Context: an optimization exercise on an open-source flow, tuned for small area, a short achievable clock period and few clock cycles per item. The choices shown serve that exercise and are no tape-out recipe. Function was checked by simulation only, so behaviour that the tests miss may differ from the original. Power and IR drop assume default switching activity.

==> flow/design.v <==
module rev_counter (
    input  wire         clk,
    input  wire         rst,
    input  wire [16:0]  tap,           
    input  wire [271:0] landmarks,     
    input  wire         req_valid,
    output wire         req_ready,
    input  wire [16:0]  req_seed,
    output wire         resp_valid,
    input  wire         resp_ready,
    output reg          resp_timeout,
    output wire [17:0]  resp_count
);
    localparam K  = 16;         
    localparam KB = 4;          
    localparam R  = 8;          
    localparam CB = 17 - KB;    
    localparam [3:0] S_IDLE = 4'd0, S_F1 = 4'd1, S_F2 = 4'd2, S_RUN = 4'd3,
                     S_T0 = 4'd4, S_T1 = 4'd5, S_T2 = 4'd6, S_T3 = 4'd7,
                     S_T4 = 4'd8, S_DONE = 4'd9, S_INIT = 4'd10;
    reg [3:0]    state;
    reg [3:0]    icnt;        
    reg [16:0]   row [1:R];
    reg [16:0]   A;           
    reg [K-1:0]  Lr;          
    reg [16:0]   Ab;          
    reg [K-1:0]  Lb;          
    reg [K-1:0]  hR;          
    reg [K-1:0]  hL;          
    reg [CB:0]   bc;          
    reg [KB-1:0] win;         
    reg [3:1]    idx;         
    assign req_ready  = (state == S_IDLE);
    assign resp_valid = (state == S_DONE);
    assign resp_count = {bc, win};
    integer r, j;
    always @(posedge clk) begin
        row[1] <= {tap[15:0], 1'b1};
        for (r = 2; r <= R; r = r + 1) begin
            row[r][0] <= row[r-1][16];
            for (j = 0; j < 16; j = j + 1)
                row[r][j+1] <= row[r-1][j] ^ (row[r-1][16] & row[1][j+1]);
        end
    end
    reg [16:0] stepK;
    reg [16:0] cur;
    integer bnk, q;
    always @(*) begin
        cur = A;
        for (bnk = 0; bnk < K / R; bnk = bnk + 1) begin
            stepK = cur >> R;
            for (q = 1; q <= R; q = q + 1)
                stepK[17-R+q-1] = ^(row[q] & cur);
            cur = stepK;
        end
        stepK = cur;
    end
    wire [K+16:0] Z = {A, Lr};
    wire        cur_bit = ~hL[win];
    reg  [15:0] E;
    integer m;
    always @(*) begin
        for (m = 0; m < 16; m = m + 1) begin
            case (state)
                S_T0: E[m] = (m[3] == 1'b0);
                S_T1: E[m] = (m[3] == cur_bit) && (m[2] == 1'b0);
                S_T2: E[m] = (m[3] == idx[3]) && (m[2] == cur_bit) && (m[1] == 1'b0);
                S_T3: E[m] = (m[3] == idx[3]) && (m[2] == idx[2]) && (m[1] == cur_bit) && (m[0] == 1'b0);
                default: E[m] = 1'b1;
            endcase
        end
    end
    reg [K-1:0] cR, cL;
    integer i, k;
    always @(*) begin
        for (i = 0; i < K; i = i + 1) begin
            cR[i] = (Z[i +: 17] == 17'h00001);
            cL[i] = 1'b0;
            for (k = 0; k < 16; k = k + 1)
                cL[i] = cL[i] | (E[k] & (Z[i +: 17] == landmarks[17*k +: 17]));
        end
    end
    always @(posedge clk) begin
        hR <= cR;
        hL <= cL;
    end
    wire [K-1:0] hAny = hR | hL;
    reg  [KB-1:0] first;
    integer f;
    always @(*) begin
        first = {KB{1'b0}};
        for (f = K - 1; f >= 0; f = f - 1)
            if (hAny[f]) first = f[KB-1:0];
    end
    wire first_ref = hR[first];
    always @(posedge clk) begin
        Ab <= A;
        Lb <= Lr;
        if (rst) begin
            state <= S_INIT;
            icnt  <= 4'd0;
        end else begin
            case (state)
                S_INIT: begin
                    icnt <= icnt + 4'd1;
                    if (icnt == R) state <= S_IDLE;
                end
                S_IDLE: if (req_valid) begin
                    A            <= req_seed;
                    bc           <= {(CB+1){1'b0}};
                    win          <= {KB{1'b0}};
                    resp_timeout <= 1'b0;
                    state        <= S_F1;
                end
                S_F1: begin
                    A     <= stepK;
                    Lr    <= A[K-1:0];
                    state <= S_F2;
                end
                S_F2: begin
                    A     <= stepK;
                    Lr    <= A[K-1:0];
                    state <= S_RUN;
                end
                S_RUN: begin
                    if (bc[CB]) begin
                        if (!hR[0]) begin
                            resp_timeout <= 1'b1;
                            bc           <= {(CB+1){1'b0}};
                        end
                        state <= S_DONE;
                    end else if (|hAny) begin
                        win <= first;
                        if (first_ref) begin
                            state <= S_DONE;
                        end else begin
                            A     <= Ab;
                            Lr    <= Lb;
                            state <= S_T0;
                        end
                    end else begin
                        A  <= stepK;
                        Lr <= A[K-1:0];
                        bc <= bc + 1'b1;
                    end
                end
                S_T0: state <= S_T1;
                S_T1: begin idx[3] <= cur_bit; state <= S_T2; end
                S_T2: begin idx[2] <= cur_bit; state <= S_T3; end
                S_T3: begin idx[1] <= cur_bit; state <= S_T4; end
                S_T4: begin
                    bc[CB:CB-4] <= bc[CB:CB-4] + {1'b0, idx[3:1], cur_bit};
                    state       <= S_DONE;
                end
                S_DONE: if (resp_ready) state <= S_IDLE;
                default: state <= S_IDLE;
            endcase
        end
    end
endmodule
Settings: LEC_CHECK=0, ABC_CLOCK_PERIOD_IN_PS=2500, CAP_MARGIN=20, CORE_MARGIN=2, CORE_UTILIZATION=40, SETUP_SLACK_MARGIN=5, SLEW_MARGIN=20; clock period 10.0 ns.
run.sh (not shown) runs the stock make flow with config.mk's settings and CLKGATE_MAP_FILE= SYNTH_SCRIPT=/design/flow/synth_recipe.tcl, a recipe that flattens the netlist after the stock synthesis.
Testbench counts at the start, summed over its fixed seeds: cycles 37,431, items 128.
Change:
- ABC_CLOCK_PERIOD_IN_PS: 2500 -> default
- SETUP_SLACK_MARGIN: 5 -> default
Result:
- sequential cell count stays the same
- via count hardly moves
- clock power stays flat

rev_counter, a different RTL version from the one above (not shown whole).
Size in the first run: about 6,400 cells after synthesis, about 330 I/O pins, about 54,000 sq um of cells after synthesis.
export LEC_CHECK = 0
export CAP_MARGIN = 20
export CORE_MARGIN = 2
export CORE_UTILIZATION = 65
export SLEW_MARGIN = 20
create_clock -name core_clock -period 10.0 [get_ports {clk}]
standard.sh (not shown) runs the stock make flow with config.mk's settings and CLKGATE_MAP_FILE= SYNTH_SCRIPT=/design/flow/synth_recipe.tcl, a recipe that flattens the netlist after the stock synthesis.
==> flow/flow/run.sh <==
#!/bin/bash
# Standard synthesis and layout (standard.sh), with two changes to how the
# layout is made: ports are buffered with buf_1 instead of the default
# delay buffer, and setup repair aims below the 10 ns clock (margin).
set -euo pipefail
export BUFFER_PORTS_ARGS="-buffer_cell sky130_fd_sc_hd__buf_1"
export SETUP_SLACK_MARGIN=6.8
bash standard.sh finish > flow.log 2>&1
The first run went through all stages and came out clean.
Testbench counts at the start, summed over its fixed seeds: cycles 38,967, items 128.
Next try:
--- a/flow/flow/run.sh
+++ b/flow/flow/run.sh
@@ -5,4 +5,4 @@
 set -euo pipefail
 export BUFFER_PORTS_ARGS="-buffer_cell sky130_fd_sc_hd__buf_1"
-export SETUP_SLACK_MARGIN=6.8
+export SETUP_SLACK_MARGIN=6.7
 bash standard.sh finish > flow.log 2>&1
Settings changed: CAP_MARGIN 20 to 10, SLEW_MARGIN 20 to 10.
Maximum frequency falls by 4.1%; clock power went up by about 5%; hold slack barely changes; first-iteration DRC count rose by 6.1%; worst setup slack gets worse by 140 ps; total power drops by about 0.4%; core utilization shrinks by 0.27 points; count of clock-buffer cells in the layout increases by 10; synthesized area does not change; design area falls by about 0.38%; global-route usage rises by 0.29 points.

Another version of the RTL of rev_counter (not shown whole).
Size in the first run: roughly 6,400 cells after synthesis, about 440 flip-flops, about 330 I/O pins, ~54,000 um^2 of cells after synthesis.
Settings: LEC_CHECK=0, CAP_MARGIN=20, CORE_MARGIN=2, CORE_UTILIZATION=65, SLEW_MARGIN=20; clock period 10.0 ns.
==> flow/flow/run.sh <==
#!/bin/bash
# Standard synthesis and layout (standard.sh), with two changes to how the
# layout is made: ports are buffered with buf_1 instead of the default
# delay buffer, and setup repair aims below the 10 ns clock (margin).
set -euo pipefail
export BUFFER_PORTS_ARGS="-buffer_cell sky130_fd_sc_hd__buf_1"
export SETUP_SLACK_MARGIN=6.7
bash standard.sh finish > flow.log 2>&1
Testbench counts at the start, summed over its fixed seeds: cycles 38,967, items 128.
==> next run, changes <==
--- a/flow/flow/run.sh
+++ b/flow/flow/run.sh
@@ -5,4 +5,4 @@
 set -euo pipefail
 export BUFFER_PORTS_ARGS="-buffer_cell sky130_fd_sc_hd__buf_1"
-export SETUP_SLACK_MARGIN=6.7
+export SETUP_SLACK_MARGIN=6.8
 bash standard.sh finish > flow.log 2>&1
With this change the flow completed and failed the layout checks on slew limit. Clock-buffer cell count shrinks by 5. Worst setup slack gets worse by 0.032 ns. Combinational power went up by 8.6%. Cell area increases by 1.1%. Register-to-register slack gets worse by 0.03 ns. Utilization went up by 0.77 points. Total power went up by 5.5%. Via count rose by 0.74%. Wire length is higher by 1.3%.
==> next run, changes <==
--- a/flow/flow/run.sh
+++ b/flow/flow/run.sh
@@ -5,4 +5,4 @@
 set -euo pipefail
 export BUFFER_PORTS_ARGS="-buffer_cell sky130_fd_sc_hd__buf_1"
-export SETUP_SLACK_MARGIN=6.8
+export SETUP_SLACK_MARGIN=6.5
 bash standard.sh finish > flow.log 2>&1
Settings changed: CORE_UTILIZATION 65 to 55.
After rerunning:
- Now the flow ran to the end with no violations
- maximum frequency drops by 2.8%
- power drops by 6.6%
- non-clock buffer count came out lower by 39
==> next run, changes <==
--- a/flow/flow/run.sh
+++ b/flow/flow/run.sh
@@ -5,4 +5,4 @@
 set -euo pipefail
 export BUFFER_PORTS_ARGS="-buffer_cell sky130_fd_sc_hd__buf_1"
-export SETUP_SLACK_MARGIN=6.5
+export SETUP_SLACK_MARGIN=6.7
 bash standard.sh finish > flow.log 2>&1
Settings changed: CAP_MARGIN 20 to 10, CORE_UTILIZATION 55 to 65, SLEW_MARGIN 20 to 10.
Result:
- via count grows by 1.6%
- wire length came out lower by 2.4%
- count of clock-buffer cells in the layout went up by 1
==> next run, changes <==
==> flow/flow/run.sh (replaced) <==
#!/bin/bash
# Standard synthesis and layout (standard.sh), with three changes to how the
# layout is made: the buffers ABC inserted are removed at floorplan (the
# placer's repair buffers nets itself), ports are buffered with buf_1 instead
# of the default delay buffer, and setup repair aims below the 10 ns clock
# (margin).
set -euo pipefail
export REMOVE_ABC_BUFFERS=1
export BUFFER_PORTS_ARGS="-buffer_cell sky130_fd_sc_hd__buf_1"
export SETUP_SLACK_MARGIN=6.5
bash standard.sh finish > flow.log 2>&1
Settings changed: CAP_MARGIN 10 to 20, CORE_UTILIZATION 65 to 55, SLEW_MARGIN 10 to 20.
Effect: The changed run went through all stages and came out clean; area after synthesis is unchanged; setup slack gets worse by 0.13 ns; via count came out lower by 1.9%; total power came out lower by about 2.6%; clock-buffer cell count came out lower by 6; cell area came out lower by about 0.6%; routed wire length came out higher by about 1.8%.

re-timing with driven ports:
Ports are ideal in the flow. The routed layouts listed here were re-timed in OpenROAD.
Step 1 assumes that a clkbuf_16 drives the clock port and a buf_2 every other input.
Step 2 also shifts input and output timing later by t, the mid clock arrival at the registers, as if the neighbouring blocks saw the same clock.
a / b / c = no drivers / after step 1 / after step 2; a / b = the first two.
| run | t, ns | setup WS [ns] | clock arrival spread, ns |
|---|---|---|---|
| the first run of note 1 | 0.623 | 5.044 / 5.002 / 4.379 | 0.041 / 0.041 |
| the second run of note 1 | 0.623 | 4.444 / 4.483 / 3.860 | 0.040 / 0.040 |
| the first run of note 2 | 0.640 | 6.802 / 6.769 / 6.189 | 0.040 / 0.040 |
| the second run of note 2 | 0.645 | 6.667 / 6.646 / 6.005 | 0.044 / 0.045 |
| the first run of note 3 | 0.683 | 6.765 / 6.737 / 6.186 | 0.059 / 0.060 |
| the second run of note 3 | 0.657 | 6.732 / 6.732 / 6.147 | 0.031 / 0.031 |
| the third run of note 3 | 0.678 | 6.637 / 6.637 / 6.031 | 0.030 / 0.030 |
| the fourth run of note 3 | 0.678 | 6.689 / 6.689 / 6.193 | 0.052 / 0.052 |
| the fifth run of note 3 | 0.675 | 6.564 / 6.564 / 5.998 | 0.046 / 0.047 |
For the first run of note 1, which loses most, drivers alone change the setup slack by -0.042 ns; drivers and shift together by -0.665 ns.
